What follows belongs to an exercise in optimizing a design on an open flow for small area, a short achievable clock period and few clock cycles; a production flow would make more cautious choices. The RTL was checked by simulation tests, not by an equivalence proof against the original design. Power is estimated from default activity; no workload was simulated.

==> design.v <==
module mcb_core #(
    parameter EDGE_DEPTH = 32,              
    parameter AW         = 5                
) (
    input  wire        clk,
    input  wire        rst,
    input  wire        cmd_valid,
    output wire        cmd_ready,
    input  wire [63:0] cmd_data,
    output wire        evt_valid,
    input  wire        evt_ready,
    output wire [63:0] evt_data,
    output wire        irq
);
    localparam [1:0] LV_LOW = 2'd0, LV_MID = 2'd1, LV_HIGH = 2'd2;
    localparam [1:0] CH_EMPTY = 2'd0, CH_OPEN = 2'd1, CH_CLOSED = 2'd2, CH_FAILED = 2'd3;
    localparam [2:0] AS_IDLE = 3'd0, AS_LEN = 3'd1, AS_DATA = 3'd2, AS_SUM = 3'd3, AS_END = 3'd4;
    localparam [3:0] OP_NOP = 4'h0, OP_SAMPLE = 4'h1, OP_CLOSE = 4'h2, OP_QUERY = 4'h3,
                     OP_DECODE = 4'h4, OP_ASM_BYTE = 4'h5, OP_ASM_CLEAR = 4'h6,
                     OP_EDGE_RD = 4'h7, OP_CSR_RD = 4'h8, OP_CSR_WR = 4'h9, OP_CLEAR = 4'hA;
    localparam [7:0] E_ILLEGAL_OP = 8'h01, E_RSVD_NONZERO = 8'h02, E_BAD_LEVEL = 8'h03,
                     E_CH_NOT_OPEN = 8'h04, E_OUT_OF_ORDER = 8'h05, E_EMPTY_CHANNEL = 8'h06,
                     E_EDGE_OVERFLOW = 8'h07, E_NOT_READY = 8'h08, E_NOT_CONFIGURED = 8'h09,
                     E_BAD_CSR = 8'h0A, E_CSR_READ_ONLY = 8'h0B, E_BAD_CSR_VALUE = 8'h0C,
                     E_INDEX_RANGE = 8'h0D, E_ASM_TIME_ORDER = 8'h0E;
    localparam [1:0] ST_IDLE = 2'd0, ST_DEC = 2'd2;
    localparam [1:0] EM_NONE = 2'd0, EM_HDR = 2'd1, EM_DATA = 2'd2, EM_END = 2'd3;
    reg  [2:0]  ctrl;
    reg  [31:0] bit_ticks;
    reg  [3:0]  data_bits;
    reg  [1:0]  stop_short;
    reg  [1:0]  stop_long;
    reg  [15:0] resync_bp;
    reg  [7:0]  end_marker;
    reg  [7:0]  mk_marker [0:7];
    reg  [3:0]  mk_type   [0:7];
    reg  [7:0]  mk_valid;
    reg  [8:0]  isr;
    reg  [8:0]  ier;
    reg  [11:0] last_err;
    reg  [31:0] bytes_scanned, frames_found, frames_dropped, resync_discards;
    reg  [31:0] bytes_decoded, ambig_count, bit0_count;
    reg  [1:0]  ch_state [0:1];
    reg  [AW:0] ch_count [0:1];
    reg  [47:0] ch_last_t [0:1];
    reg  [1:0]  ch_last_l [0:1];
    reg         ch_prev_rec [0:1];
    reg  [49:0] emem0 [0:EDGE_DEPTH-1];
    reg  [49:0] emem1 [0:EDGE_DEPTH-1];
    reg  [2:0]  as_state;
    reg         as_have_prev;
    reg  [47:0] as_prev_t;
    reg         as_prev_dir;
    reg  [7:0]  f_marker;
    reg  [3:0]  f_type;
    reg  [7:0]  f_len;
    reg  [7:0]  f_ptr;           
    reg  [7:0]  f_sum;
    reg  [7:0]  f_acc;           
    reg  [8*255-1:0] f_data;     
    reg  [47:0] tol;             
    reg  [35:0] cs_short;        
    reg  [35:0] cs_long;         
    reg  [33:0] bt3;             
    reg  [34:0] bt5;             
    reg         mul_busy;
    reg  [1:0]  mul_ph;
    reg  [3:0]  mul_i;
    reg  [1:0]  st;
    reg  [1:0]  em;              
    reg  [63:0] w;               
    reg         w_v;
    reg         evt_valid_q;
    reg  [63:0] evt_data_q;
    reg         sk_v;            
    reg  [63:0] sk_d;
    reg  [7:0]  qc;
    reg         d_bit;           
    reg  [AW:0] q;               
    reg  [AW:0] qa;              
    reg  [47:0] nx_t;            
    reg  [1:0]  nx_l;
    reg  [47:0] n1_t;            
    reg  [1:0]  n1_l;
    reg  [47:0] n2_t;            
    reg  [1:0]  n2_l;
    reg         prev_hi;         
    reg         d_hold;          
    reg  [1:0]  d_quirk;         
    reg  [48:0] d_cursor;
    reg  [47:0] d_s;
    reg  [49:0] du1;             
    reg  [49:0] du2;             
    reg  [49:0] d_u0;            
    reg         c1_pend;         
    reg  [3:0]  d_bi;
    reg  [7:0]  d_val;
    reg  [1:0]  d_lp0;
    reg  [1:0]  d_ls;
    reg  [1:0]  cur0;            
    reg  [AW:0] p1n;             
    reg  [1:0]  cur1;
    reg  [47:0] c1e_t;           
    reg  [1:0]  c1e_l;
    reg         c1e_ok;          
    reg  [1:0]  d_adv;           
    reg  [7:0]  a_v;
    reg         a_ddir;          
    reg         a_pend;          
    reg         a_big;           
    function [49:0] add50;
        input [49:0] a;
        input [49:0] b;
        input        cin;
        reg   [49:0] p, gg, pp, c;
        integer      k, n, j;
        begin
            p  = a ^ b;
            gg = a & b;
            pp = p;
            for (k = 0; k < 6; k = k + 1)
                for (n = 0; n < 50; n = n + 1)
                    if ((n >> k) & 1) begin
                        j     = ((n >> k) << k) - 1;
                        gg[n] = gg[n] | (pp[n] & gg[j]);
                        pp[n] = pp[n] & pp[j];
                    end
            c[0] = cin;
            for (n = 1; n < 50; n = n + 1)
                c[n] = gg[n-1] | (pp[n-1] & cin);
            add50 = p ^ c;
        end
    endfunction
    function le50;
        input [49:0] a;
        input [49:0] b;
        reg   [49:0] gg, pp;
        integer      k, n, j;
        begin
            gg = b & ~a;
            pp = b | ~a;
            for (k = 0; k < 6; k = k + 1)
                for (n = 0; n < 50; n = n + 1)
                    if ((n >> k) & 1) begin
                        j     = ((n >> k) << k) - 1;
                        gg[n] = gg[n] | (pp[n] & gg[j]);
                        pp[n] = pp[n] & pp[j];
                    end
            le50 = gg[49] | pp[49];
        end
    endfunction
    function [31:0] inc32;
        input [31:0] x;
        reg   [31:0] pp, c;
        integer      k, n, j;
        begin
            pp = x;
            for (k = 0; k < 5; k = k + 1)
                for (n = 0; n < 32; n = n + 1)
                    if ((n >> k) & 1) begin
                        j     = ((n >> k) << k) - 1;
                        pp[n] = pp[n] & pp[j];
                    end
            c[0] = 1'b1;
            for (n = 1; n < 32; n = n + 1)
                c[n] = pp[n-1];
            inc32 = x ^ c;
        end
    endfunction
    wire [3:0]  op    = w[63:60];
    wire        w_ch  = w[59];
    wire [1:0]  w_lvl = w[58:57];
    wire [7:0]  w_val = w[55:48];
    wire [47:0] w_t   = w[47:0];
    wire [7:0]  w_csr = w[39:32];
    wire [31:0] w_dat = w[31:0];
    wire needs_mul = (op == OP_DECODE) || (op == OP_ASM_BYTE);
    wire exec      = w_v && (st == ST_IDLE) && (em == EM_NONE) && !a_pend && !sk_v &&
                     !(needs_mul && mul_busy);
    assign cmd_ready = !rst && (!w_v || exec);
    assign evt_valid = evt_valid_q && !rst;
    assign evt_data  = evt_data_q;
    assign irq       = |(isr & ier);
    wire cmd_fire = cmd_valid && cmd_ready;
    wire ev_room  = !sk_v;
    reg        ev_push;
    reg [63:0] ev_data;
    reg [63:0] rsv;
    always @(*) begin
        case (op)
            OP_NOP, OP_DECODE, OP_ASM_CLEAR, OP_CLEAR: rsv = 64'h0FFF_FFFF_FFFF_FFFF;
            OP_CLOSE:    rsv = 64'h07FF_FFFF_FFFF_FFFF;
            OP_SAMPLE:   rsv = 64'h01FF_0000_0000_0000;
            OP_QUERY:    rsv = 64'h07FF_0000_0000_0000;
            OP_ASM_BYTE: rsv = 64'h0700_0000_0000_0000;
            OP_EDGE_RD:  rsv = 64'h07FF_FFFF_0000_0000;
            OP_CSR_RD:   rsv = 64'h0FFF_FF00_FFFF_FFFF;
            OP_CSR_WR:   rsv = 64'h0FFF_FF00_0000_0000;
            default:     rsv = 64'h0;
        endcase
    end
    wire [1:0]  c_state    = ch_state[w_ch];
    wire [AW:0] c_count    = ch_count[w_ch];
    wire [47:0] c_last_t   = ch_last_t[w_ch];
    wire [1:0]  c_last_l   = ch_last_l[w_ch];
    wire        c_prev_rec = ch_prev_rec[w_ch];
    wire [AW:0]   q1     = q + 1'b1;
    wire [AW:0]   q2     = q + 2'd2;
    wire [AW:0]   qa1    = qa + 1'b1;
    wire [AW:0]   qa2    = qa + 2'd2;
    wire [7:0]  q_ok;
    genvar gk;
    generate
        for (gk = 0; gk < 8; gk = gk + 1) begin : g_qok
            assign q_ok[gk] = qc[gk] && (c_count > 4 * gk + 3);
        end
    endgenerate
    wire [3:0]  q_r = q_ok[7] ? 4'd8 : q_ok[6] ? 4'd7 : q_ok[5] ? 4'd6 : q_ok[4] ? 4'd5 :
                      q_ok[3] ? 4'd4 : q_ok[2] ? 4'd3 : q_ok[1] ? 4'd2 : q_ok[0] ? 4'd1 : 4'd0;
    function [11:0] rows;
        input [AW-1:0] a;
        begin
            rows[2:0]  = a[4:2] + (a[1:0] > 2'd0);
            rows[5:3]  = a[4:2] + (a[1:0] > 2'd1);
            rows[8:6]  = a[4:2] + (a[1:0] > 2'd2);
            rows[11:9] = a[4:2];
        end
    endfunction
    reg  [11:0] w_rows;          
    reg         w_isq;           
    reg  [11:0] qa_rows;         
    reg  [11:0] p1_rows;         
    reg [1:0]  rot0, rot1;
    reg [11:0] rw0, rw1;
    always @(*) begin
        case (st)
            ST_DEC:  begin rot0 = qa[1:0]; rw0 = qa_rows; end
            default: begin
                rot0 = w_isq ? 2'd0 : w_dat[1:0];
                rw0  = w_isq ? {4{q_r[2:0]}} : w_rows;
            end
        endcase
        case (st)
            ST_DEC:  begin rot1 = p1n[1:0]; rw1 = p1_rows; end
            default: begin
                rot1 = w_isq ? 2'd0 : w_dat[1:0];
                rw1  = w_isq ? {4{q_r[2:0]}} : w_rows;
            end
        endcase
    end
    wire [2:0]  r0_0 = rw0[2:0];
    wire [2:0]  r0_1 = rw0[5:3];
    wire [2:0]  r0_2 = rw0[8:6];
    wire [2:0]  r0_3 = rw0[11:9];
    wire [2:0]  r1_0 = rw1[2:0];
    wire [2:0]  r1_1 = rw1[5:3];
    wire [2:0]  r1_2 = rw1[8:6];
    wire [2:0]  r1_3 = rw1[11:9];
    wire [49:0] b0_0 = emem0[{r0_0, 2'd0}];
    wire [49:0] b0_1 = emem0[{r0_1, 2'd1}];
    wire [49:0] b0_2 = emem0[{r0_2, 2'd2}];
    wire [49:0] b0_3 = emem0[{r0_3, 2'd3}];
    wire [49:0] b1_0 = emem1[{r1_0, 2'd0}];
    wire [49:0] b1_1 = emem1[{r1_1, 2'd1}];
    wire [49:0] b1_2 = emem1[{r1_2, 2'd2}];
    wire [49:0] b1_3 = emem1[{r1_3, 2'd3}];
    reg  [49:0] rd0, rd0b, rd1;
    always @(*) begin
        case (rot0)
            2'd0: begin rd0 = b0_0; rd0b = b0_1; end
            2'd1: begin rd0 = b0_1; rd0b = b0_2; end
            2'd2: begin rd0 = b0_2; rd0b = b0_3; end
            default: begin rd0 = b0_3; rd0b = b0_0; end
        endcase
        case (rot1)
            2'd0: rd1 = b1_0;
            2'd1: rd1 = b1_1;
            2'd2: rd1 = b1_2;
            default: rd1 = b1_3;
        endcase
    end
    wire csr_mapped = (w_csr <= 8'h04) || (w_csr >= 8'h08 && w_csr <= 8'h1D);
    wire csr_ro     = (w_csr == 8'h00) || (w_csr == 8'h10) || (w_csr >= 8'h13 && w_csr <= 8'h1D);
    wire csr_legal  = !((w_csr == 8'h02) && (w_dat == 32'd0)) &&
                      !((w_csr == 8'h03) && ((w_dat[3:0] == 4'd0) || (w_dat[3:0] > 4'd8)));
    reg [31:0] csr_rdata;
    always @(*) begin
        csr_rdata = 32'd0;
        case (w_csr)
            8'h00: csr_rdata = 32'h4D43_0001;
            8'h01: csr_rdata = {29'd0, ctrl};
            8'h02: csr_rdata = bit_ticks;
            8'h03: csr_rdata = {resync_bp, 8'd0, stop_long, stop_short, data_bits};
            8'h04: csr_rdata = {24'd0, end_marker};
            8'h08, 8'h09, 8'h0A, 8'h0B, 8'h0C, 8'h0D, 8'h0E, 8'h0F:
                   csr_rdata = {mk_valid[w_csr[2:0]], 19'd0, mk_type[w_csr[2:0]], mk_marker[w_csr[2:0]]};
            8'h10: csr_rdata = {24'd0, as_have_prev, as_state, ch_state[1], ch_state[0]};
            8'h11: csr_rdata = {23'd0, isr};
            8'h12: csr_rdata = {23'd0, ier};
            8'h13: csr_rdata = {20'd0, last_err};
            8'h14: csr_rdata = {{(31-AW){1'b0}}, ch_count[0]};
            8'h15: csr_rdata = {{(31-AW){1'b0}}, ch_count[1]};
            8'h16: csr_rdata = bytes_scanned;
            8'h17: csr_rdata = frames_found;
            8'h18: csr_rdata = frames_dropped;
            8'h19: csr_rdata = resync_discards;
            8'h1A: csr_rdata = bytes_decoded;
            8'h1B: csr_rdata = ambig_count;
            8'h1C: csr_rdata = bit0_count;
            8'h1D: csr_rdata = EDGE_DEPTH;
            default: csr_rdata = 32'd0;
        endcase
    end
    wire          smp_trans = (w_lvl != c_last_l);
    wire [AW+1:0] smp_need  = c_prev_rec ? 2'd1 : 2'd2;
    reg [7:0] err_code;
    reg       err_fatal;
    always @(*) begin
        err_code  = 8'h00;
        err_fatal = 1'b0;
        if (op >= 4'hB)
            err_code = E_ILLEGAL_OP;
        else if ((w & rsv) != 64'd0)
            err_code = E_RSVD_NONZERO;
        else begin
            case (op)
                OP_SAMPLE: begin
                    if (w_lvl == 2'b11)
                        err_code = E_BAD_LEVEL;
                    else if (c_state == CH_CLOSED || c_state == CH_FAILED)
                        err_code = E_CH_NOT_OPEN;
                    else if (c_state == CH_OPEN && le50({2'b00, w_t}, {2'b00, c_last_t})) begin
                        err_code = E_OUT_OF_ORDER; err_fatal = 1'b1;
                    end else if (c_state == CH_OPEN && smp_trans &&
                                 ({1'b0, c_count} + smp_need > EDGE_DEPTH)) begin
                        err_code = E_EDGE_OVERFLOW; err_fatal = 1'b1;
                    end
                end
                OP_CLOSE: begin
                    if (c_state == CH_CLOSED || c_state == CH_FAILED)
                        err_code = E_CH_NOT_OPEN;
                    else if (c_state == CH_EMPTY) begin
                        err_code = E_EMPTY_CHANNEL; err_fatal = 1'b1;
                    end else if (!c_prev_rec && (c_count + 1'b1 > EDGE_DEPTH)) begin
                        err_code = E_EDGE_OVERFLOW; err_fatal = 1'b1;
                    end
                end
                OP_QUERY: begin
                    if (c_state != CH_CLOSED) err_code = E_NOT_READY;
                end
                OP_EDGE_RD: begin
                    if (c_state != CH_CLOSED)       err_code = E_NOT_READY;
                    else if ((|w_dat[31:AW+1]) || (w_dat[AW:0] >= c_count)) err_code = E_INDEX_RANGE;
                end
                OP_DECODE: begin
                    if (ch_state[0] != CH_CLOSED || ch_state[1] != CH_CLOSED)
                        err_code = E_NOT_READY;
                    else if (bit_ticks == 32'd0)
                        err_code = E_NOT_CONFIGURED;
                end
                OP_ASM_BYTE: begin
                    if (bit_ticks == 32'd0)
                        err_code = E_NOT_CONFIGURED;
                    else if (as_have_prev && !le50({2'b00, as_prev_t}, {2'b00, w_t}))
                        err_code = E_ASM_TIME_ORDER;
                end
                OP_CSR_RD: begin
                    if (!csr_mapped) err_code = E_BAD_CSR;
                end
                OP_CSR_WR: begin
                    if (!csr_mapped)      err_code = E_BAD_CSR;
                    else if (csr_ro)      err_code = E_CSR_READ_ONLY;
                    else if (!csr_legal)  err_code = E_BAD_CSR_VALUE;
                end
                default: ;
            endcase
        end
    end
    wire ok = (err_code == 8'h00);
    wire            smp_ok  = exec && ok && (op == OP_SAMPLE);
    wire [AW-1:0]   smp_idx = (c_state == CH_EMPTY) ? {AW{1'b0}} : c_count[AW-1:0];
    wire            smp_two = (c_state != CH_EMPTY) && smp_trans && !c_prev_rec;
    wire            mem_we  = smp_ok && ((c_state == CH_EMPTY) || smp_trans || !c_count[AW]);
    wire [AW-1:0]   mem_idx = smp_idx + smp_two;
    reg             wb_v;
    reg             wb_ch;
    reg  [AW-1:0]   wb_idx;
    wire [49:0]     wb_d    = {ch_last_l[wb_ch], ch_last_t[wb_ch]};
    wire [49:0] qe0 = w_ch ? b1_0 : b0_0;
    wire [49:0] qe1 = w_ch ? b1_1 : b0_1;
    wire [49:0] qe2 = w_ch ? b1_2 : b0_2;
    wire [4:0]  q_b = {q_r[2:0], 2'b00};
    wire        qh0 = ({1'b0, q_b}        < c_count) && le50({2'b00, qe0[47:0]}, {2'b00, w_t});
    wire        qh1 = ({1'b0, q_b} + 6'd1 < c_count) && le50({2'b00, qe1[47:0]}, {2'b00, w_t});
    wire        qh2 = ({1'b0, q_b} + 6'd2 < c_count) && le50({2'b00, qe2[47:0]}, {2'b00, w_t});
    reg  [1:0]  q_lp;
    always @(*) begin
        case (q_r)
            4'd0:    q_lp = LV_HIGH;
            4'd1:    q_lp = w_ch ? emem1[3][49:48]  : emem0[3][49:48];
            4'd2:    q_lp = w_ch ? emem1[7][49:48]  : emem0[7][49:48];
            4'd3:    q_lp = w_ch ? emem1[11][49:48] : emem0[11][49:48];
            4'd4:    q_lp = w_ch ? emem1[15][49:48] : emem0[15][49:48];
            4'd5:    q_lp = w_ch ? emem1[19][49:48] : emem0[19][49:48];
            4'd6:    q_lp = w_ch ? emem1[23][49:48] : emem0[23][49:48];
            4'd7:    q_lp = w_ch ? emem1[27][49:48] : emem0[27][49:48];
            default: q_lp = w_ch ? emem1[31][49:48] : emem0[31][49:48];
        endcase
    end
    wire [1:0]  q_lvl = q_r[3] ? q_lp : qh2 ? qe2[49:48] : qh1 ? qe1[49:48] : qh0 ? qe0[49:48] : q_lp;
    wire [7:0]  qc_nxt;
    wire        qc_fwd = le50({2'b00, wb_d[47:0]}, {2'b00, cmd_data[47:0]});
    generate
        for (gk = 0; gk < 8; gk = gk + 1) begin : g_qc
            wire [47:0] et = cmd_data[59] ? emem1[4 * gk + 3][47:0] : emem0[4 * gk + 3][47:0];
            wire        fw = wb_v && (wb_ch == cmd_data[59]) && (wb_idx == 4 * gk + 3);
            assign qc_nxt[gk] = fw ? qc_fwd : le50({2'b00, et}, {2'b00, cmd_data[47:0]});
        end
    endgenerate
    wire [48:0] uh1  = du1[49:1];
    wire [48:0] uh2  = du2[49:1];           
    wire        v0   = (q  < ch_count[0]);
    wire        v1   = (q1 < ch_count[0]);
    wire        v2   = (q2 < ch_count[0]);
    wire        b01  = v0 && le50({2'b00, nx_t}, {1'b0, uh1});
    wire        b11  = v1 && le50({2'b00, n1_t}, {1'b0, uh1});
    wire        b21  = v2 && le50({2'b00, n2_t}, {1'b0, uh1});
    wire        b02  = v0 && le50({2'b00, nx_t}, {1'b0, uh2});
    wire        b12  = v1 && le50({2'b00, n1_t}, {1'b0, uh2});
    wire        b22  = v2 && le50({2'b00, n2_t}, {1'b0, uh2});
    wire [1:0]  lv1  = !b01 ? cur0 : !b11 ? nx_l : n1_l;
    wire [1:0]  lv2  = !b02 ? cur0 : !b12 ? nx_l : n1_l;
    wire [1:0]  n1   = !b01 ? 2'd0 : !b11 ? 2'd1 : 2'd2;
    wire [1:0]  n2   = !b02 ? 2'd0 : !b12 ? 2'd1 : 2'd2;
    wire [3:0]  bi1      = d_bi + 4'd1;
    wire        one_left = (bi1 == data_bits);           
    wire        two_last = (bi1 + 4'd1 == data_bits);    
    wire        out_free = !a_pend && (em == EM_NONE) && ev_room;
    wire        fin_ok   = out_free && !c1_pend;
    wire        r_two    = d_bit && !one_left && !b21 && !b22 && (!two_last || fin_ok);
    wire        r_one    = d_bit && !b21 && (one_left ? fin_ok : !r_two);
    wire        r_fin    = (r_two && two_last) || (r_one && one_left);
    wire [1:0]  adv      = one_left ? (b21 ? 2'd2 : n1) : (b22 ? 2'd2 : n2);
    wire [2:0]  adv_sum  = {1'b0, d_adv} + {1'b0, adv};
    wire [1:0]  adv_nxt  = (adv_sum >= 3'd2) ? 2'd2 : adv_sum[1:0];
    wire [1:0]  lv_fin   = r_two ? lv2 : lv1;
    wire [1:0] lp0_f   = (d_bi == 4'd0) ? lv1 : d_lp0;
    wire [1:0] ls_f    = cur1;
    wire       dir_b_f = (ls_f == LV_MID);
    reg  [7:0] val_f;
    always @(*) begin
        val_f = d_val;
        val_f[d_bi[2:0]] = (lv1 == LV_HIGH);
        if (r_two) val_f[bi1[2:0]] = (lv2 == LV_HIGH);
    end
    wire [3:0]  cb_short = 4'd1 + data_bits + {2'b00, stop_short};
    wire [3:0]  cb_long  = 4'd1 + data_bits + {2'b00, stop_long};
    wire [47:0] mul_acc  = (mul_ph == 2'd0) ? tol : (mul_ph == 2'd1) ? {12'd0, cs_short} : {12'd0, cs_long};
    wire        mul_bit  = (mul_ph == 2'd0) ? resync_bp[mul_i] :
                           (mul_ph == 2'd1) ? cb_short[mul_i[1:0]] : cb_long[mul_i[1:0]];
    wire [49:0] mul_sum  = add50({1'b0, mul_acc, 1'b0}, mul_bit ? {18'd0, bit_ticks} : 50'd0, 1'b0);
    wire [49:0] cursor_x = add50({2'b00, d_s}, {14'd0, (dir_b_f ? cs_long : cs_short)}, 1'b0);
    wire [48:0] cursor_f = cursor_x[48:0];
    wire        a1 = c1_pend && c1e_ok && (p1n < ch_count[1]) && le50({2'b00, c1e_t}, {1'b0, d_u0[49:1]});
    wire [49:0] du_a = add50(du2, bt2, 1'b0);
    wire [49:0] du_b = add50(du2, bt4, 1'b0);
    wire        w_go     = !d_bit && !d_hold && v0;
    wire        w_st0    = (d_quirk == 2'd0) && prev_hi && (nx_l != LV_HIGH) &&
                           le50({1'b0, d_cursor}, {2'b00, nx_t});
    wire        w_st1    = (d_quirk != 2'd2) && v1 && (nx_l == LV_HIGH) && (n1_l != LV_HIGH) &&
                           le50({1'b0, d_cursor}, {2'b00, n1_t});
    wire        w_done   = !d_bit && !d_hold && !v0;
    wire [47:0] w_s      = w_st0 ? nx_t : n1_t;
    wire [49:0] bt3_x    = add50({17'd0, w_dat, 1'b0}, {18'd0, w_dat}, 1'b0);
    wire [49:0] bt5_x    = add50({16'd0, w_dat, 2'b00}, {18'd0, w_dat}, 1'b0);
    wire [49:0] u_first  = add50({1'b0, w_s, 1'b0}, {16'd0, bt3}, 1'b0);
    wire [49:0] u_second = add50({1'b0, w_s, 1'b0}, {15'd0, bt5}, 1'b0);
    wire [49:0] bt2      = {17'd0, bit_ticks, 1'b0};
    wire [49:0] bt4      = {16'd0, bit_ticks, 2'b0};
    wire [47:0] big_t     = (st == ST_DEC) ? d_s : w_t;
    wire [49:0] big_gx    = add50({2'b00, big_t}, {2'b11, ~as_prev_t}, 1'b1);
    wire [47:0] big_gap   = big_gx[47:0];
    wire        big_now   = !le50({2'b00, big_gap}, {2'b00, tol});
    wire        as_resync = as_have_prev && (a_big || a_ddir);
    wire [2:0]  as_cur    = as_resync ? AS_IDLE : as_state;
    reg         mk_hit;
    reg  [3:0]  mk_hit_type;
    integer     m;
    always @(*) begin
        mk_hit = 1'b0;
        mk_hit_type = 4'd0;
        for (m = 7; m >= 0; m = m - 1) begin
            if (mk_valid[m] && mk_marker[m] == a_v) begin
                mk_hit = 1'b1;
                mk_hit_type = mk_type[m];
            end
        end
    end
    wire        frame_ok = (a_v == end_marker) && (f_acc == 8'd0);
    wire        as_emit  = (as_cur == AS_END) && frame_ok && ctrl[1];
    wire [31:0] f_back   = {23'd0, {1'b0, f_len} + 9'd3};
    wire [49:0] f_startx = add50({18'd0, bytes_scanned}, {18'd0, ~f_back}, 1'b1);
    wire [31:0] f_start  = f_startx[31:0];
    reg  [254:0] f_sel;
    integer      fj;
    always @(*) begin
        for (fj = 0; fj < 255; fj = fj + 1)
            f_sel[fj] = (f_ptr == fj);
    end
    reg  [7:0]   fd;
    always @(*) begin
        fd = 8'd0;
        for (fj = 0; fj < 255; fj = fj + 1)
            fd = fd | (f_data[8*fj +: 8] & {8{f_sel[fj]}});
    end
    wire         f_we = a_pend && (as_cur == AS_DATA);
    always @(*) begin
        ev_push = 1'b0;
        ev_data = 64'd0;
        if (em != EM_NONE) begin
            if (ev_room) begin
                ev_push = 1'b1;
                case (em)
                    EM_HDR:  ev_data = {4'h5, f_type, f_marker, f_len, f_sum, f_start};
                    EM_DATA: ev_data = {4'h6, 44'd0, f_ptr, fd};
                    default: ev_data = {4'h7, 20'd0, a_v, bytes_scanned};
                endcase
            end
        end else begin
            case (st)
                ST_IDLE: if (exec) begin
                    if (!ok) begin
                        ev_push = ctrl[2];
                        ev_data = {4'hE, op, err_code, w_t};
                    end else if (op == OP_EDGE_RD) begin
                        ev_push = 1'b1;
                        ev_data = {4'h2, w_ch, 9'd0, (w_ch ? rd1[49:48] : rd0[49:48]),
                                   (w_ch ? rd1[47:0] : rd0[47:0])};
                    end else if (op == OP_CSR_RD) begin
                        ev_push = 1'b1;
                        ev_data = {4'h3, 20'd0, w_csr, csr_rdata};
                    end else if (op == OP_QUERY) begin
                        ev_push = 1'b1;
                        ev_data = {4'h1, w_ch, 9'd0, q_lvl, w_t};
                    end
                end
                ST_DEC: begin
                    if (r_fin) begin
                        ev_push = ctrl[0];
                        ev_data = {4'h4, dir_b_f, (ls_f == LV_HIGH), (lp0_f == LV_HIGH), 1'b0,
                                   val_f, d_s};
                    end else if (w_done && out_free) begin
                        ev_push = 1'b1;
                        ev_data = {4'h8, 28'd0, bytes_decoded};
                    end
                end
                default: ;
            endcase
        end
    end
    integer i;
    always @(posedge clk) begin
        if (rst) begin
            st           <= ST_IDLE;
            em           <= EM_NONE;
            a_pend       <= 1'b0;
            w_v          <= 1'b0;
            wb_v         <= 1'b0;
            evt_valid_q  <= 1'b0;
            sk_v         <= 1'b0;
            ctrl         <= 3'b111;
            bit_ticks    <= 32'd0;
            bt3          <= 34'd0;
            bt5          <= 35'd0;
            data_bits    <= 4'd8;
            stop_short   <= 2'd1;
            stop_long    <= 2'd2;
            resync_bp    <= 16'd100;
            end_marker   <= 8'h03;
            for (i = 0; i < 8; i = i + 1) begin
                mk_marker[i] <= 8'h00;
                mk_type[i]   <= 4'h0;
            end
            mk_marker[0] <= 8'h01;
            mk_marker[1] <= 8'h02;
            mk_type[1]   <= 4'h1;
            mk_valid     <= 8'b0000_0011;
            isr          <= 9'd0;
            ier          <= 9'd0;
            last_err     <= 12'd0;
            bytes_scanned   <= 32'd0;
            frames_found    <= 32'd0;
            frames_dropped  <= 32'd0;
            resync_discards <= 32'd0;
            bytes_decoded   <= 32'd0;
            ambig_count     <= 32'd0;
            bit0_count      <= 32'd0;
            ch_state[0]  <= CH_EMPTY;
            ch_state[1]  <= CH_EMPTY;
            ch_count[0]  <= 0;
            ch_count[1]  <= 0;
            as_state     <= AS_IDLE;
            as_have_prev <= 1'b0;
            tol          <= 48'd0;
            cs_short     <= 36'd0;
            cs_long      <= 36'd0;
            mul_busy     <= 1'b0;
        end else begin
            if (!evt_valid_q || evt_ready) begin
                evt_valid_q <= sk_v || ev_push;
                evt_data_q  <= sk_v ? sk_d : ev_data;
                sk_v        <= 1'b0;
            end else begin
                if (!sk_v) sk_d <= ev_data;
                if (ev_push) sk_v <= 1'b1;
            end
            if (cmd_fire) begin
                w   <= cmd_data;
                w_rows <= rows(cmd_data[AW-1:0]);
                w_isq  <= (cmd_data[63:60] == OP_QUERY);
                qc  <= qc_nxt;
                w_v <= 1'b1;
            end else if (exec) begin
                w_v <= 1'b0;
            end
            if (mul_busy) begin
                case (mul_ph)
                    2'd0: tol      <= mul_sum[47:0];
                    2'd1: cs_short <= mul_sum[35:0];
                    default: cs_long <= mul_sum[35:0];
                endcase
                if (mul_i == 4'd0) begin
                    mul_ph <= mul_ph + 1'b1;
                    mul_i  <= 4'd3;
                    if (mul_ph == 2'd2) mul_busy <= 1'b0;
                end else begin
                    mul_i <= mul_i - 1'b1;
                end
            end
            wb_v   <= mem_we;
            wb_ch  <= w_ch;
            wb_idx <= mem_idx;
            if (wb_v) begin
                if (wb_ch) emem1[wb_idx] <= wb_d;
                else       emem0[wb_idx] <= wb_d;
            end
            if (exec) begin
                if (!ok) begin
                    last_err <= {op, err_code};
                    isr[0]   <= 1'b1;
                    if (err_fatal) begin
                        ch_state[w_ch] <= CH_FAILED;
                        isr[1 + w_ch]  <= 1'b1;
                    end
                end else begin
                    case (op)
                        OP_SAMPLE: begin
                            if (c_state == CH_EMPTY) begin
                                ch_count[w_ch]    <= 1;
                                ch_prev_rec[w_ch] <= 1'b1;
                                ch_state[w_ch]    <= CH_OPEN;
                            end else if (!smp_trans) begin
                                ch_prev_rec[w_ch] <= 1'b0;
                            end else begin
                                ch_count[w_ch]    <= c_count + (c_prev_rec ? 2'd1 : 2'd2);
                                ch_prev_rec[w_ch] <= 1'b1;
                            end
                            ch_last_t[w_ch] <= w_t;
                            ch_last_l[w_ch] <= w_lvl;
                        end
                        OP_CLOSE: begin
                            if (!c_prev_rec) begin
                                ch_count[w_ch]    <= c_count + 1'b1;
                                ch_prev_rec[w_ch] <= 1'b1;
                            end
                            ch_state[w_ch] <= CH_CLOSED;
                        end
                        OP_DECODE: begin
                            as_state        <= AS_IDLE;
                            as_have_prev    <= 1'b0;
                            bytes_scanned   <= 32'd0;
                            frames_found    <= 32'd0;
                            frames_dropped  <= 32'd0;
                            resync_discards <= 32'd0;
                            bytes_decoded   <= 32'd0;
                            ambig_count     <= 32'd0;
                            bit0_count      <= 32'd0;
                            d_cursor        <= 49'd0;
                            d_bit           <= 1'b0;
                            d_hold          <= 1'b0;
                            d_quirk         <= 2'd0;
                            q               <= 1;
                            qa              <= 4;
                            qa_rows         <= rows(5'd4);
                            p1_rows         <= rows(5'd0);
                            nx_t            <= emem0[1][47:0];
                            nx_l            <= emem0[1][49:48];
                            n1_t            <= emem0[2][47:0];
                            n1_l            <= emem0[2][49:48];
                            n2_t            <= emem0[3][47:0];
                            n2_l            <= emem0[3][49:48];
                            prev_hi         <= (emem0[0][49:48] == LV_HIGH);
                            p1n             <= 0;
                            cur1            <= LV_HIGH;
                            c1_pend         <= 1'b0;
                            c1e_ok          <= 1'b0;
                            st              <= ST_DEC;
                        end
                        OP_ASM_BYTE: begin
                            as_prev_t   <= w_t;
                            as_prev_dir <= w_ch;
                            a_ddir <= (w_ch != as_prev_dir);
                            a_big  <= big_now;
                            a_v    <= w_val;
                            a_pend <= 1'b1;
                        end
                        OP_ASM_CLEAR: begin
                            as_state        <= AS_IDLE;
                            as_have_prev    <= 1'b0;
                            bytes_scanned   <= 32'd0;
                            frames_found    <= 32'd0;
                            frames_dropped  <= 32'd0;
                            resync_discards <= 32'd0;
                        end
                        OP_CSR_WR: begin
                            case (w_csr)
                                8'h01: ctrl <= w_dat[2:0];
                                8'h02: begin
                                    bit_ticks <= w_dat;
                                    bt3       <= bt3_x[33:0];
                                    bt5       <= bt5_x[34:0];
                                end
                                8'h03: begin
                                    data_bits  <= w_dat[3:0];
                                    stop_short <= w_dat[5:4];
                                    stop_long  <= w_dat[7:6];
                                    resync_bp  <= w_dat[31:16];
                                end
                                8'h04: end_marker <= w_dat[7:0];
                                8'h08, 8'h09, 8'h0A, 8'h0B, 8'h0C, 8'h0D, 8'h0E, 8'h0F: begin
                                    mk_marker[w_csr[2:0]] <= w_dat[7:0];
                                    mk_type[w_csr[2:0]]   <= w_dat[11:8];
                                    mk_valid[w_csr[2:0]]  <= w_dat[31];
                                end
                                8'h11: isr <= isr & ~w_dat[8:0];
                                8'h12: ier <= w_dat[8:0];
                                default: ;
                            endcase
                            if (w_csr == 8'h02 || w_csr == 8'h03) begin
                                mul_busy <= 1'b1;
                                mul_ph   <= 2'd0;
                                mul_i    <= 4'd15;
                                tol      <= 48'd0;
                                cs_short <= 36'd0;
                                cs_long  <= 36'd0;
                            end
                        end
                        OP_CLEAR: begin
                            ch_state[0]     <= CH_EMPTY;
                            ch_state[1]     <= CH_EMPTY;
                            ch_count[0]     <= 0;
                            ch_count[1]     <= 0;
                            as_state        <= AS_IDLE;
                            as_have_prev    <= 1'b0;
                            bytes_scanned   <= 32'd0;
                            frames_found    <= 32'd0;
                            frames_dropped  <= 32'd0;
                            resync_discards <= 32'd0;
                            bytes_decoded   <= 32'd0;
                            ambig_count     <= 32'd0;
                            bit0_count      <= 32'd0;
                            isr             <= 9'd0;
                            last_err        <= 12'd0;
                        end
                        default: ;   
                    endcase
                end
            end
            if (st == ST_DEC) begin
                c1e_t  <= rd1[47:0];
                c1e_l  <= rd1[49:48];
                c1e_ok <= !a1;
                if (a1) begin
                    p1n  <= p1n + 1'b1;
                    p1_rows <= rows(p1n[AW-1:0] + 1'b1);
                    cur1 <= c1e_l;
                end else begin
                    if (c1e_ok) c1_pend <= 1'b0;
                end
                if (d_bit) begin
                    case (adv)
                        2'd1: begin
                            q    <= q1;
                            qa   <= qa1;
                            qa_rows <= rows(qa1[AW-1:0]);
                            nx_t <= n1_t;
                            nx_l <= n1_l;
                            n1_t <= n2_t;
                            n1_l <= n2_l;
                            n2_t <= rd0[47:0];
                            n2_l <= rd0[49:48];
                            cur0 <= nx_l;
                        end
                        2'd2: begin
                            q    <= q2;
                            qa   <= qa2;
                            qa_rows <= rows(qa2[AW-1:0]);
                            nx_t <= n2_t;
                            nx_l <= n2_l;
                            n1_t <= rd0[47:0];
                            n1_l <= rd0[49:48];
                            n2_t <= rd0b[47:0];
                            n2_l <= rd0b[49:48];
                            cur0 <= n1_l;
                        end
                        default: ;
                    endcase
                    d_adv <= adv_nxt;
                    if (r_one || r_two) begin
                        d_val <= val_f;
                        d_lp0 <= lp0_f;
                        d_ls  <= ls_f;
                    end
                    if (r_fin) begin
                        d_cursor      <= cursor_f;
                        bytes_decoded <= inc32(bytes_decoded);
                        if (ls_f == LV_HIGH) begin
                            ambig_count <= inc32(ambig_count);
                            isr[3]      <= 1'b1;
                        end
                        if (lp0_f == LV_HIGH) begin
                            bit0_count <= inc32(bit0_count);
                            isr[4]     <= 1'b1;
                        end
                        as_prev_t   <= d_s;
                        as_prev_dir <= dir_b_f;
                        a_ddir <= (dir_b_f != as_prev_dir);
                        a_big  <= big_now;
                        a_v    <= val_f;
                        a_pend <= 1'b1;
                        prev_hi <= (lv_fin == LV_HIGH);
                        d_bit   <= 1'b0;
                        d_hold  <= !adv_nxt[1];
                    end else if (r_two) begin
                        d_bi <= d_bi + 4'd2;
                        du1  <= du_a;
                        du2  <= du_b;
                    end else if (r_one) begin
                        d_bi <= bi1;
                        du1  <= du2;
                        du2  <= du_a;
                    end
                end else if (d_hold) begin
                    d_hold  <= 1'b0;
                    d_quirk <= !as_emit ? 2'd0 : (d_adv == 2'd0) ? 2'd2 : 2'd1;
                end else if (v0) begin
                    d_quirk <= 2'd0;
                    if (w_st0) begin
                        q    <= q1;
                        qa   <= qa1;
                            qa_rows <= rows(qa1[AW-1:0]);
                        nx_t <= n1_t;
                        nx_l <= n1_l;
                        n1_t <= n2_t;
                        n1_l <= n2_l;
                        n2_t <= rd0[47:0];
                        n2_l <= rd0[49:48];
                        cur0 <= nx_l;
                    end else begin
                        q       <= q2;
                        qa      <= qa2;
                        qa_rows <= rows(qa2[AW-1:0]);
                        nx_t    <= n2_t;
                        nx_l    <= n2_l;
                        n1_t    <= rd0[47:0];
                        n1_l    <= rd0[49:48];
                        n2_t    <= rd0b[47:0];
                        n2_l    <= rd0b[49:48];
                        cur0    <= n1_l;
                        prev_hi <= (n1_l == LV_HIGH);
                    end
                    if (w_st0 || w_st1) begin
                        d_s     <= w_s;
                        d_bi    <= 4'd0;
                        d_val   <= 8'd0;
                        du1     <= u_first;
                        du2     <= u_second;
                        d_u0    <= u_first;
                        c1_pend <= 1'b1;
                        d_adv   <= 2'd0;
                        d_bit   <= 1'b1;
                    end
                end else if (out_free) begin
                    isr[8] <= 1'b1;
                    st     <= ST_IDLE;
                end
            end
            if (a_pend) begin
                a_pend <= 1'b0;
                if (as_resync && as_state != AS_IDLE) begin
                    resync_discards <= inc32(resync_discards);
                    isr[7]          <= 1'b1;
                end
                as_have_prev  <= 1'b1;
                bytes_scanned <= inc32(bytes_scanned);
                case (as_cur)
                    AS_IDLE: begin
                        as_state <= AS_IDLE;
                        if (mk_hit) begin
                            f_marker <= a_v;
                            f_type   <= mk_hit_type;
                            as_state <= AS_LEN;
                        end
                    end
                    AS_LEN: begin
                        f_len    <= a_v;
                        f_acc    <= a_v;
                        f_ptr    <= 8'd0;
                        as_state <= (a_v != 8'd0) ? AS_DATA : AS_SUM;
                    end
                    AS_DATA: begin
                        f_acc           <= f_acc + a_v;
                        f_ptr           <= f_ptr + 1'b1;
                        if (f_ptr + 1'b1 == f_len)
                            as_state <= AS_SUM;
                    end
                    AS_SUM: begin
                        f_sum    <= a_v;
                        f_acc    <= f_acc + a_v;
                        as_state <= AS_END;
                    end
                    default: begin   
                        as_state <= AS_IDLE;
                        if (frame_ok) begin
                            frames_found <= inc32(frames_found);
                            isr[5]       <= 1'b1;
                            if (ctrl[1]) begin
                                bytes_scanned <= bytes_scanned;
                                f_ptr         <= 8'd0;
                                em            <= EM_HDR;
                            end
                        end else begin
                            frames_dropped <= inc32(frames_dropped);
                            isr[6]         <= 1'b1;
                        end
                    end
                endcase
            end
            for (fj = 0; fj < 255; fj = fj + 1)
                if (f_we && f_sel[fj]) f_data[8*fj +: 8] <= a_v;
            if (em != EM_NONE && ev_room) begin
                case (em)
                    EM_HDR:  em <= (f_len == 8'd0) ? EM_END : EM_DATA;
                    EM_DATA: begin
                        f_ptr <= f_ptr + 1'b1;
                        if (f_ptr + 1'b1 == f_len) em <= EM_END;
                    end
                    default: begin
                        bytes_scanned <= inc32(bytes_scanned);
                        em <= EM_NONE;
                    end
                endcase
            end
        end
    end
endmodule
==> flow/run.sh <==
#!/bin/bash
set -euo pipefail
bash standard.sh SETUP_SLACK_MARGIN=7 finish > layout.log 2>&1
==> standard.sh <==
#!/bin/bash
# synth_recipe.tcl (not shown) runs the flow's synth.tcl, then flattens the netlist and writes it again
# the make line also repeats each setting of config.mk as NAME=value (left out here)
make -C /OpenROAD-flow-scripts/flow DESIGN_CONFIG=/design/flow/config.mk WORK_HOME=/design/flow/orfs CLKGATE_MAP_FILE= SYNTH_SCRIPT=/design/flow/synth_recipe.tcl "${@:-finish}"
==> config.mk <==
export PLATFORM = sky130hd
export DESIGN_NAME = mcb_core
export DESIGN_NICKNAME = mcb_core
export VERILOG_FILES = /design/flow/design.v
export SDC_FILE = /design/flow/constraint.sdc
export NUM_CORES = 8
export LEC_CHECK = 0
export ABC_AREA = 1
export CAP_MARGIN = 30
export CORE_MARGIN = 2
export CORE_UTILIZATION = 45
export CTS_CLUSTER_DIAMETER = 60
export CTS_CLUSTER_SIZE = 30
export SLEW_MARGIN = 30
==> constraint.sdc <==
create_clock -name core_clock -period 12.0 [get_ports {clk}]
set_input_delay 2.4000 -clock core_clock [delete_from_list [all_inputs] [get_ports {clk}]]
set_output_delay 2.4000 -clock core_clock [all_outputs]
set_load 0.01 [all_outputs]
==> results.yml, run 1 <==
route:
  finalWirelength_mm: 1830
  vias_per_cell: 6.72
  drt_pre_antenna_iters: 14
  postRouteAntennaNets: 0
  drt_iter0_drc: 52300
  drc_errors: 0
  avgRoutedWirePerCell_um: 40.8
  routed-via-count: 301000
critical_path:
  crit_fanout: 33
  path_class: "flop to flop"
  cp-start-kind: "flop"
  path_buf_inv: 9
  r2r_end: "du1[30]"
  end_kind: "flop"
  rr_startpoint: "nx_t[27]"
  arrival_ns: 7.51
  crit_top_cell: "nand2_2"
  critPathCapture: "du1[30]"
  cpLargestDelayFamily: "compound AO/OA/AOI/OAI gates"
  critPathLaunch: "nx_t[27]"
  critPathMaxStageDelay_ns: 0.55
  crit_required_ns: 12.94
  reg2reg_depth: 39
  ff2ff_setup_slack_ns: 5.43
  critical_path_depth: 39
  slowest_stage: "o21ai_0"
synthesis:
  ys.flop_type: "edfxtp_1"
  synth-edff-count: 6291
  ys_async_sr_fraction_pct: 0
  yosysUniqueCellTypes: 92
  avgSynthCellArea_um2: 10.1
  synth_top_area_share_pct: 57.4
  syn_nets: 33000
  syn-cell-area_um2: 329000
  synth_area_leaders: "edfxtp_1 (57%), nand2_1 (7.4%), o21ai_0 (3.7%)"
  synth.yosys.warnings: 1
  yosys_register_bits: 6828
  synthCells: 32400
  yosys.area.top_type: "edfxtp_1"
  yosysSeqAreaShare_pct: 60.7
clock_tree:
  ctsHoldBuffers: 0
  clock_latency_ns: 1.25
  cts_max_level: 6
  clk_pin_slew_ns: 0.08
  cts_buffers: 582
  cts_sinks: 6828
  cts_buffer_depth: 4
  cts_tree: "done"
  cts_root_buf: "clkbuf_16"
grt:
  grtUsageMet2_pct: 66.1
  grt_usage_pct: 46.8
  grt_max_degree: 169
  grt_busiest_layer: "met2"
  antenna_found_initial: 195
  first_global_vias: 267000
  grt_util_met3_pct: 16.3
  grt_pass1_wl_mm: 2360
  use_met1_pct: 54.8
  gr-total-overflow: 0
timing:
  finClkSkew_ns: 0.0948
  hold_violations: 0
  worst_pin_slew_ns: 1.53
  max_freq_mhz: 152
  finalSetupViolations: 0
  finalSetupTns_ns: 0
  finalCritPeriodShare_pct: 54.7
  slew-limit-headroom_pct: -2.01
  finalCriticalPeriod_ns: 6.57
  rsz0062_at_grt: "true"
  maxSlewViolCount: 11
min_path:
  worst_hold_path_type: "flop to flop"
layout:
  syn2layout_area_growth_pct: 28.2
  nFillCells: 60500
  post-route-util_pct: 57.8
  finalInstanceArea_um2: 422000
  finalNetCount: 35100
  final_cell_mix: "edfxtp_1 (6,291), nand2_1 (5,811), inv_1 (2,618)"
  layout_commonest_cell: "edfxtp_1"
  drive_above_1_share_pct: 23.2
place:
  placed_cell_area_um2: 346000
  numPortBuffers: 134
  gp_congestion: 1.07
  post-dp-hpwl_mm: 1150
pwr:
  max-vdd-ir-drop_uv: 176
  power_leakage_nw: 154
  pwr_density_cell_nw_per_um2: 140
  p_total_mw: 59.1
run:
  maxCapViolCount: 1
floorplan:
  fp.dieArea_um2: 738000
  rows: 314
  dieWidth_um: 859
  placeableCoreArea_um2: 730000
  ios: 135
  die_y_um: 859
  start_util_pct: 45.1
outcome:
  so.violations: "capacitance limit, slew limit"
  outcome: "complete, but fails checks"
registers in the layout, indices dropped and copies added, names as in the netlist, 62 cells and up, named ones only:
register	count
ch_last_t	96
w	62
f_data	2040
mk_marker	64
emem1	1600
sk_d	64
evt_data_q	64
emem0	1600
worst min path at each step:
| stage | start | to | depth (start not counted) |
|---|---|---|---|
| after detailed placement | frames_found[12] | frames_found[12] | 2 |
| final | frames_found[31] | frames_found[31] | 1 |
| after CTS | bytes_decoded[13] | bytes_decoded[13] | 2 |
| after global routing | last_err[9] | last_err[9] | 2 |
| after floorplan | st[0] | st[0] | 2 |
| after global placement | frames_found[31] | frames_found[31] | 1 |
per-stage QoR:
step	std cells	hold slack, ns	setup slack (ns)
2_1_floorplan	32400	0.417	5.48
3_3_place_gp	41400	0.433	2.72
3_5_place_dp	41400	0.452	2.70
4_1_cts	44000	0.466	5.53
5_1_grt	44700	0.482	5.29
6_report	44800	0.464	5.43
synth_stat cells, types with 114 or more instances:
master	count
nand2_1	6451
edfxtp_1	6291
inv_1	2858
o21ai_0	2413
nand3_1	2331
nor2_1	2166
a21oi_1	1936
clkbuf_1	1101
dfxtp_1	537
o22ai_1	490
nor3_1	488
ha_1	479
a221oi_1	468
o211ai_1	443
buf_2	392
nand4_1	361
o221ai_1	310
xor2_1	235
a211oi_1	197
a22o_1	191
o21ai_1	182
a22oi_1	161
mux2i_1	131
nor4_1	126
a32o_1	125
o21a_1	121
a31oi_1	120
or2_2	120
buf_1	114
cells by family (layout without fill, tap and decap cells):
group | count (synthesis) | count (layout) | synth area share, %
compound gates | 7674 | 7674 | 14.5
xor+xnor | 339 | 339 | 0.903
fa+ha+maj | 524 | 524 | 2.09
buf+inv | 4682 | 7263 | 5.68
flops | 6828 | 6828 | 60.7
mux | 131 | 131 | 0.399
other cells | 0 | 177 | 0
simple gates | 12200 | 12300 | 15.7
power by group:
| part | switching (mW) | internal [mW] |
|---|---|---|
| sequential | 0.218 | 26.1 |
| combinational | 8.21 | 3.28 |
| clock | 10.8 | 10.4 |
routing by layer:
| layer | wire (um) | vias to the layer above | share of wire, % |
|---|---|---|---|
| met5 | 749 | - | 0.041 |
| met4 | 237000 | 92 | 13 |
| met3 | 258000 | 7328 | 14 |
| met2 | 740000 | 25100 | 40 |
| met1 | 596000 | 147000 | 33 |
| li1 | - | 122000 | - |
worst reg2reg max path: cells and delay by family (launching register included):
family	cells	cell delay (ns)
buf+inv	9	1.39
flops	1	0.49
simple gates	16	1.32
xor+xnor	1	0.15
compound gates	12	2.57
fa+ha+maj	1	0.39
timing repair:
| item | 4_1_cts | 5_1_grt |
|---|---|---|
| endpoints found under the setup margin | 3851 | 2650 |
| gates resized for setup | 4200 | 2582 |
| pin swaps | 900 | 990 |
| gates cloned | 327 | 115 |
| buffers inserted | 1199 | 507 |
final cells by class:
type                            count  area, um2  area share, %
Timing Repair Buffer             3181      42100           10.0
Inverter                         2959      12300           2.91
Clock buffer                      620      15000           3.56
Sequential cell                  6828     200000           47.4
Tap cell                         9638      12100           2.86
Antenna cell                      177        443          0.105
Clock inverter                    462       5820           1.38
Timing Repair inverter             41        450          0.107
Multi-Input combinational cell  20900     134000           31.7
Testbench counts, summed over its fixed seeds: cycles 7,185.
==> run 2, diff against run 1 <==
==> run.sh (new file) <==
#!/bin/bash
# synth_recipe.tcl (not shown) runs the flow's synth.tcl, then flattens the netlist and writes it again
# the make line also repeats each setting of config.mk as NAME=value (left out here)
make -C /OpenROAD-flow-scripts/flow DESIGN_CONFIG=/design/flow/config.mk WORK_HOME=/design/flow/orfs CLKGATE_MAP_FILE= SYNTH_SCRIPT=/design/flow/synth_recipe.tcl finish
--- a/config.mk
+++ b/config.mk
@@ -11,4 +11,5 @@
 export CORE_UTILIZATION = 45
 export CTS_CLUSTER_DIAMETER = 60
 export CTS_CLUSTER_SIZE = 30
+export SETUP_SLACK_MARGIN = 5
 export SLEW_MARGIN = 30
removed: flow/run.sh
removed: standard.sh
==> run 2 against run 1 <==
The run now finishes clean. Sequential power about the same. Largest power group unchanged. Wire length down 11%. Combinational power down 25%. Final area decreased by 12%. Synthesized cell count unchanged. Utilization shrank 7.1 points. Clock skew is 0.010 ns lower. Worst hold slack worse by 0.016 ns. Flip-flop and latch count did not move. Setup slack worse by 0.70 ns. Non-clock buffer count decreased by 1989.
==> results.yml, run 2 <==
outcome:
  outcome: "timing/DRC/antenna clean"
critical_path:
  crit_required_ns: 12.87
  crit_fanout: 16
  path_class: "flop to flop"
  arrival_ns: 8.14
  cp-start-kind: "flop"
  end_kind: "flop"
clock_tree:
  clock_latency_ns: 1.22
  cts_buffers: 588
  clk_pin_slew_ns: 0.07
  cts_tree: "done"
  cts_max_level: 6
  cts_buffer_depth: 4
  cts_root_buf: "clkbuf_16"
  cts_sinks: 6828
synthesis:
  ys.flop_type: "edfxtp_1"
  synthCells: 32400
  synth.yosys.warnings: 1
  yosysSeqAreaShare_pct: 60.7
  syn-cell-area_um2: 329000
  ys_async_sr_fraction_pct: 0
  synth_area_leaders: "edfxtp_1 (57%), nand2_1 (7.4%), o21ai_0 (3.7%)"
  synth_commonest_cells: "nand2_1 (6,451), edfxtp_1 (6,291), inv_1 (2,858)"
  avgSynthCellArea_um2: 10.1
  synth.most_common_cell: "nand2_1"
  synth_top_area_share_pct: 57.4
  yosys_register_bits: 6828
  yosys.area.top_type: "edfxtp_1"
  syn_nets: 33000
  synth-edff-count: 6291
  yosysUniqueCellTypes: 92
grt:
  antenna_found_initial: 224
  grt_max_degree: 202
  grt_usage_pct: 42.5
  grt_pass1_wl_mm: 2160
  gr-total-overflow: 0
  first_global_vias: 249000
run:
  maxCapViolCount: 0
floorplan:
  rows: 314
  placeableCoreArea_um2: 730000
  fp.dieArea_um2: 738000
  ios: 135
  start_util_pct: 45.1
  dieWidth_um: 859
  die_y_um: 859
timing:
  finClkSkew_ns: 0.0844
  finalSetupTns_ns: 0
  finalSetupViolations: 0
  worst_pin_slew_ns: 1.31
  slew-limit-headroom_pct: 11.8
  rsz0062_at_grt: "true"
  worst_slack_ns: 4.73
  finalCriticalPeriod_ns: 7.27
  finalCritPeriodShare_pct: 60.6
  hold_violations: 0
  max_freq_mhz: 138
  maxSlewViolCount: 0
  whs_ns: 0.447
min_path:
  worst_hold_path_type: "flop to flop"
route:
  postRouteAntennaNets: 0
  avgRoutedWirePerCell_um: 38.1
  wl_met2_mm: 653
  dr_wl_met3_mm: 223
  drc_errors: 0
  drt_pre_antenna_iters: 19
  routed-via-count: 281000
  wl_met1_mm: 604
  finalWirelength_mm: 1630
  routed.top_layer: "met5"
  drt_iter0_drc: 48700
  vias_per_cell: 6.56
pwr:
  p_total_mw: 56.1
  power_leakage_nw: 133
  max-vdd-ir-drop_uv: 171
  pwr_density_cell_nw_per_um2: 152
layout:
  drive_above_1_share_pct: 9.50
  largest_register: "f_data"
  finalNetCount: 33100
  post-route-util_pct: 50.7
  syn2layout_area_growth_pct: 12.5
  top_regs: "f_data (2040), emem0 (1600), emem1 (1600)"
  final_cell_mix: "nand2_1 (6,369), edfxtp_1 (6,291), inv_1 (2,778)"
  nFillCells: 65800
  layout_commonest_cell: "nand2_1"
  largest_register_ffs: 2040
place:
  pre_cts_slack_ns: 3.31
  post-dp-hpwl_mm: 1160
  gp_congestion: 1.11
  numPortBuffers: 134
[run 2: cell counts after synthesis]
No cell type changed its count.
[run 2: metrics by stage]
step / cell area (um2) / cells
floorplan: 329000 / 32400
global placement: 344000 / 41400
detailed placement: 346000 / 41400
CTS: 368000 / 42600
global route: 370000 / 42600
finish: 370000 / 42800
[run 2: logic make-up after synthesis]
logic type               count (synthesis)  synth area share [%]
multiplexers                           131                 0.399
adder cells (fa/ha/maj)                524                  2.09
AND/OR/NAND/NOR                      12200                  15.7
XOR/XNOR                               339                 0.903
flip-flops                            6828                  60.7
buffers and inverters                 4682                  5.68
AO/OA/AOI/OAI                         7674                  14.5
[run 2: power breakdown]
group / total, mW / switching [mW] / internal (mW)
sequential: 26.3 / 0.201 / 26.1
clock: 21.2 / 10.5 / 10.7
combinational: 8.59 / 6.83 / 1.76
total: 56.1 / 17.5 / 38.6
[run 2: critical path, cell delays in order, from the launching register on]
cell and delay (ns):
edfxtp_1 0.36, buf_4 0.27, inv_1 0.72, buf_4 0.49, ha_1 0.22, nand4_1 0.23
nor3_4 0.67, nand4_1 0.17, a211oi_1 0.57, a22oi_1 0.18, nand4_1 0.14, nand2_1 0.25
nand4_1 0.23, buf_4 0.27, nand2_1 0.28, clkinv_2 0.34, buf_6 0.39, nand3_1 0.30
o21ai_0 0.37, or2_2 0.18, nand2_1 0.06, nand2_1 0.13
[run 2: layer usage]
layer	vias to the layer above	global-route usage, %
li1	117000	-
met1	138000	55.0
met2	21100	58.4
met3	4220	15.3
met4	77	31.4
met5	-	0.748
[run 2: layout make-up]
| class | count | area (um2) | share of cell area (%) |
|---|---|---|---|
| diodes | 232 | 581 | 0.157 |
| clock buffers | 646 | 15500 | 4.17 |
| clock inverters | 441 | 5540 | 1.50 |
| inverters | 2959 | 11300 | 3.06 |
| multi-input cells | 20900 | 115000 | 31.0 |
| flip-flops and latches | 6828 | 200000 | 53.9 |
| well taps | 9638 | 12100 | 3.26 |
| repair buffers | 1192 | 10700 | 2.90 |
[run 2: final timing paths]
kind         cells after the start        startpoint          endpoint  slack [ns]
max                             21             w[25]    ch_state[0][0]        4.73
min                              1  frames_found[31]  frames_found[31]        0.45
max reg2reg                     21             w[25]    ch_state[0][0]        4.73
min reg2reg                      1  frames_found[31]  frames_found[31]        0.45
[run 2: what timing repair did]
item	4_1_cts	5_1_grt
setup buffers	29	39
pin swaps	15	41
hold buffers	0	0
resized for setup	175	265
endpoints found under the setup margin	809	683
gates cloned	4	8
==> run 3, diff against run 2 <==
--- a/design.v
+++ b/design.v
@@ -465,12 +465,18 @@
     wire [49:0] du_a = add50(du2, bt2, 1'b0);
     wire [49:0] du_b = add50(du2, bt4, 1'b0);
     wire        w_go     = !d_bit && !d_hold && v0;
-    wire        w_st0    = (d_quirk == 2'd0) && prev_hi && (nx_l != LV_HIGH) &&
-                           le50({1'b0, d_cursor}, {2'b00, nx_t});
-    wire        w_st1    = (d_quirk != 2'd2) && v1 && (nx_l == LV_HIGH) && (n1_l != LV_HIGH) &&
-                           le50({1'b0, d_cursor}, {2'b00, n1_t});
+    wire        ge0      = le50({1'b0, d_cursor}, {2'b00, nx_t});
+    wire        ge1      = le50({1'b0, d_cursor}, {2'b00, n1_t});
+    wire        w_st0    = (d_quirk == 2'd0) && prev_hi && (nx_l != LV_HIGH) && ge0;
+    wire        w_st1    = (d_quirk != 2'd2) && v1 && (nx_l == LV_HIGH) && (n1_l != LV_HIGH) && ge1;
     wire        w_done   = !d_bit && !d_hold && !v0;
-    wire [47:0] w_s      = w_st0 ? nx_t : n1_t;
+    wire        f0       = (adv == 2'd0) && v0 && (lv_fin == LV_HIGH) && (nx_l != LV_HIGH) && ge0;
+    wire        f1       = (adv == 2'd0) && v1 && (nx_l == LV_HIGH) && (n1_l != LV_HIGH) && ge1;
+    wire        f2       = (adv == 2'd1) && v1 && (lv_fin == LV_HIGH) && (n1_l != LV_HIGH) && ge1;
+    wire        fold     = r_fin && adv_nxt[1] && (f0 || f1 || f2);
+    wire        fold_j1  = !f0;
+    wire [1:0]  sh_bit   = fold ? (fold_j1 ? 2'd2 : 2'd1) : adv;
+    wire [47:0] w_s      = d_bit ? (fold_j1 ? n1_t : nx_t) : (w_st0 ? nx_t : n1_t);
     wire [49:0] bt3_x    = add50({17'd0, w_dat, 1'b0}, {18'd0, w_dat}, 1'b0);
     wire [49:0] bt5_x    = add50({16'd0, w_dat, 2'b00}, {18'd0, w_dat}, 1'b0);
     wire [49:0] u_first  = add50({1'b0, w_s, 1'b0}, {16'd0, bt3}, 1'b0);
@@ -641,8 +647,8 @@
             wb_ch  <= w_ch;
             wb_idx <= mem_idx;
             if (wb_v) begin
-                if (wb_ch) emem1[wb_idx] <= wb_d;
-                else       emem0[wb_idx] <= wb_d;
+                if (wb_ch) emem1[wb_idx] <= {ch_last_l[1], ch_last_t[1]};
+                else       emem0[wb_idx] <= {ch_last_l[0], ch_last_t[0]};
             end
             if (exec) begin
                 if (!ok) begin
@@ -785,10 +791,13 @@
                     p1_rows <= rows(p1n[AW-1:0] + 1'b1);
                     cur1 <= c1e_l;
                 end else begin
-                    if (c1e_ok) c1_pend <= 1'b0;
+                    if (c1e_ok && c1_pend) begin
+                        c1_pend  <= 1'b0;
+                        d_cursor <= cursor_f;
+                    end
                 end
                 if (d_bit) begin
-                    case (adv)
+                    case (sh_bit)
                         2'd1: begin
                             q    <= q1;
                             qa   <= qa1;
@@ -822,7 +831,6 @@
                         d_ls  <= ls_f;
                     end
                     if (r_fin) begin
-                        d_cursor      <= cursor_f;
                         bytes_decoded <= inc32(bytes_decoded);
                         if (ls_f == LV_HIGH) begin
                             ambig_count <= inc32(ambig_count);
@@ -841,6 +849,18 @@
                         prev_hi <= (lv_fin == LV_HIGH);
                         d_bit   <= 1'b0;
                         d_hold  <= !adv_nxt[1];
+                        if (fold) begin
+                            d_s     <= w_s;
+                            d_bi    <= 4'd0;
+                            d_val   <= 8'd0;
+                            du1     <= u_first;
+                            du2     <= u_second;
+                            d_u0    <= u_first;
+                            c1_pend <= 1'b1;
+                            d_adv   <= 2'd0;
+                            d_bit   <= 1'b1;
+                            d_hold  <= 1'b0;
+                        end
                     end else if (r_two) begin
                         d_bi <= d_bi + 4'd2;
                         du1  <= du_a;
--- a/config.mk
+++ b/config.mk
@@ -8,7 +8,7 @@
 export ABC_AREA = 1
 export CAP_MARGIN = 30
 export CORE_MARGIN = 2
-export CORE_UTILIZATION = 45
+export CORE_UTILIZATION = 50
 export CTS_CLUSTER_DIAMETER = 60
 export CTS_CLUSTER_SIZE = 30
 export SETUP_SLACK_MARGIN = 5
==> run 3 against run 2 <==
Clock power fell by 4%. Sequential power barely moved. Clock skew rose by 0.0042 ns. Total power fell by 3.7%. Register-to-register slack got worse by 0.23 ns.
==> results.yml, run 3 <==
grt:
  first_global_vias: 251000
  grt_usage_pct: 43.0
  gr-total-overflow: 0
  antenna_found_initial: 160
  grt_max_degree: 180
  grt_pass1_wl_mm: 2020
floorplan:
  placeableCoreArea_um2: 658000
  rows: 298
  ios: 135
  dieWidth_um: 817
  start_util_pct: 50.2
  die_y_um: 817
  fp.dieArea_um2: 667000
synthesis:
  synthCells: 32700
  synth_commonest_cells: "nand2_1 (6,413), edfxtp_1 (6,291), inv_1 (2,767)"
  synth-simple-area-share_pct: 15.6
  ys.flop_type: "edfxtp_1"
  yosysUniqueCellTypes: 95
  yosysSeqAreaShare_pct: 60.4
  yosys_register_bits: 6828
  ys_async_sr_fraction_pct: 0
  synth_top_area_share_pct: 57.2
  synth-compound-area-share_pct: 14.9
  synthMuxAreaShare_pct: 0.386
  synth-xor-area-share_pct: 0.965
  synthAdderAreaFrac_pct: 2.07
  avgSynthCellArea_um2: 10.1
  syn_nets: 33300
  syn-cell-area_um2: 330000
  yosys.area.top_type: "edfxtp_1"
  synth_area_leaders: "edfxtp_1 (57%), nand2_1 (7.3%), o21ai_0 (3.7%)"
  synth_top_family_by_area: "simple AND/OR/NAND/NOR gates"
  synth.yosys.warnings: 1
  synth.most_common_cell: "nand2_1"
  synth-edff-count: 6291
place:
  pre_cts_slack_ns: 1.18
  placed_cell_area_um2: 346000
  dpl.cell_count: 40800
  numPortBuffers: 134
  gp_congestion: 1.05
  post-dp-hpwl_mm: 1060
timing:
  worst_pin_slew_ns: 1.17
  whs_ns: 0.462
  worst_slack_ns: 4.51
  finalSetupTns_ns: 0
  finalSetupViolations: 0
  maxSlewViolCount: 0
  rsz0062_at_grt: "true"
  hold_violations: 0
  finalCritPeriodShare_pct: 62.4
  finClkSkew_ns: 0.0885
  slew-limit-headroom_pct: 22.1
  finalCriticalPeriod_ns: 7.49
  max_freq_mhz: 133
layout:
  nFillCells: 56700
  stdcell_count: 42300
  finalNetCount: 33600
  final_cell_mix: "nand2_1 (6,305), edfxtp_1 (6,291), inv_1 (2,680)"
  top_regs: "f_data (2040), emem0 (1600), emem1 (1600)"
  finalInstanceArea_um2: 373000
  layout_commonest_cell: "nand2_1"
  largest_register_ffs: 2040
  syn2layout_area_growth_pct: 13.0
  drive_above_1_share_pct: 10.7
  largest_register: "f_data"
  post-route-util_pct: 56.7
route:
  avgRoutedWirePerCell_um: 35.4
  drt_iter0_drc: 47600
  vias_per_cell: 6.60
  drt_pre_antenna_iters: 10
  postRouteAntennaNets: 0
  finalWirelength_mm: 1500
  drc_errors: 0
  routed-via-count: 279000
pwr:
  max-vdd-ir-drop_uv: 170
  pwr-share-clk_pct: 37.8
  p_sw_mw: 16.2
  internal_power_mw: 37.9
  p_comb_share_pct: 14.0
  p_total_mw: 54.1
  power_leakage_nw: 134
  sw_frac_of_total_pct: 30.0
  power.share.sequential_pct: 48.2
  pwr_density_cell_nw_per_um2: 145
clock_tree:
  cts_root_buf: "clkbuf_16"
  cts_buffers: 565
  clk_pin_slew_ns: 0.08
  cts_sinks: 6828
  cts_tree: "done"
  clock_latency_ns: 1.18
  cts_max_level: 6
  cts_buffer_depth: 4
critical_path:
  critPathMaxStageDelay_ns: 0.52
  slowest_stage: "edfxtp_1"
  crit_required_ns: 12.90
  path_class: "flop to flop"
  arrival_ns: 8.39
  critPathLaunch: "nx_t[45]"
  cp-start-kind: "flop"
  rr_startpoint: "nx_t[45]"
  crit_fanout: 6
  end_kind: "flop"
outcome:
  outcome: "timing/DRC/antenna clean"
run:
  maxCapViolCount: 0
min_path:
  worst_hold_path_type: "flop to flop"
  hp-start: "frames_found[31]"
run 3: path summary, 6_finish.rpt:
| check | to | slack, ns | depth (start not counted) |
|---|---|---|---|
| worst max-delay path | du2[43] | 4.51 | 50 |
| worst min-delay path | frames_found[31] | 0.46 | 1 |
| worst max register to register | du2[43] | 4.51 | 50 |
| worst min register to register | frames_found[31] | 0.46 | 1 |
run 3: kinds of logic after synthesis:
kind of cell | Yosys count
simple gates | 12200
buf+inv | 4648
xor+xnor | 364
flops | 6828
mux | 127
fa+ha+maj | 522
compound gates | 7973
run 3: timing repair:
action | CTS | global route
setup buffers | 169 | 139
gates resized for setup | 557 | 362
hold buffers | 0 | 0
endpoints found under the setup margin | 1391 | 791
cloned | 12 | 14
pin swaps | 138 | 130
run 3: cell type report:
type / instances / area [um2] / area share [%]
Sequential cell: 6828 / 200000 / 53.5
Multi-Input combinational cell: 21200 / 118000 / 31.5
Clock buffer: 620 / 14800 / 3.97
Timing Repair Buffer: 1466 / 13800 / 3.69
Inverter: 2899 / 11200 / 3.00
Tap cell: 8700 / 10900 / 2.92
Clock inverter: 422 / 5160 / 1.38
Antenna cell: 120 / 300 / 0.0804
run 3: critical path, delay by kind of cell (launching register included):
family	cells	cell delay, ns
fa+ha+maj	1	0.28
compound gates	15	2.38
buf+inv	11	1.19
flops	1	0.52
simple gates	22	2.71
xor+xnor	1	0.15
run 3: routing by layer:
layer,track usage (%),wire (um),part of all wire (%),vias to the layer above
li1,-,-,-,119000
met1,58.0,559000,37,137000
met2,60.8,613000,41,19900
met3,14.3,214000,14,3626
met4,24.9,109000,7.3,66
met5,0,473,0.032,-
run 3: power by group through the flow:
stage	clock (mW)	sequential [mW]	combinational, mW
after floorplan	0	26.6	3.52
after global placement	0	26.6	6.71
after detailed placement	0	26.6	6.76
after CTS	20.5	26.1	6.97
after global routing	21.3	26.1	7.75
final	20.4	26.1	7.56
Testbench counts of run 3, summed over its fixed seeds: cycles 6,997.

[re-timing with driven ports]
How much do the figures lean on ideal ports? The routed layouts below were timed once more, with nothing changed but the port constraints. Step 1 assumes that a clkbuf_16 drives the clock port and a buf_2 every other input. Step 2 times the ports against the registers' clock, not the clock port: input delays grow and output delays shrink by t, the midpoint of the rising clock arrivals with the driver on. a / b / c = no drivers / after step 1 / after step 2; a / b = the first two.
run | shift t [ns] | setup WS [ns] | clock arrival spread, ns
run 1 | 1.372 | 5.434 / 5.434 / 4.880 | 0.099 / 0.100
run 2 | 1.340 | 4.733 / 4.733 / 3.770 | 0.106 / 0.106
run 3 | 1.288 | 4.507 / 4.507 / 3.721 | 0.088 / 0.089
The setup slack of run 2, which loses most, moves by 0.000 ns with the drivers and by -0.963 ns with both steps.
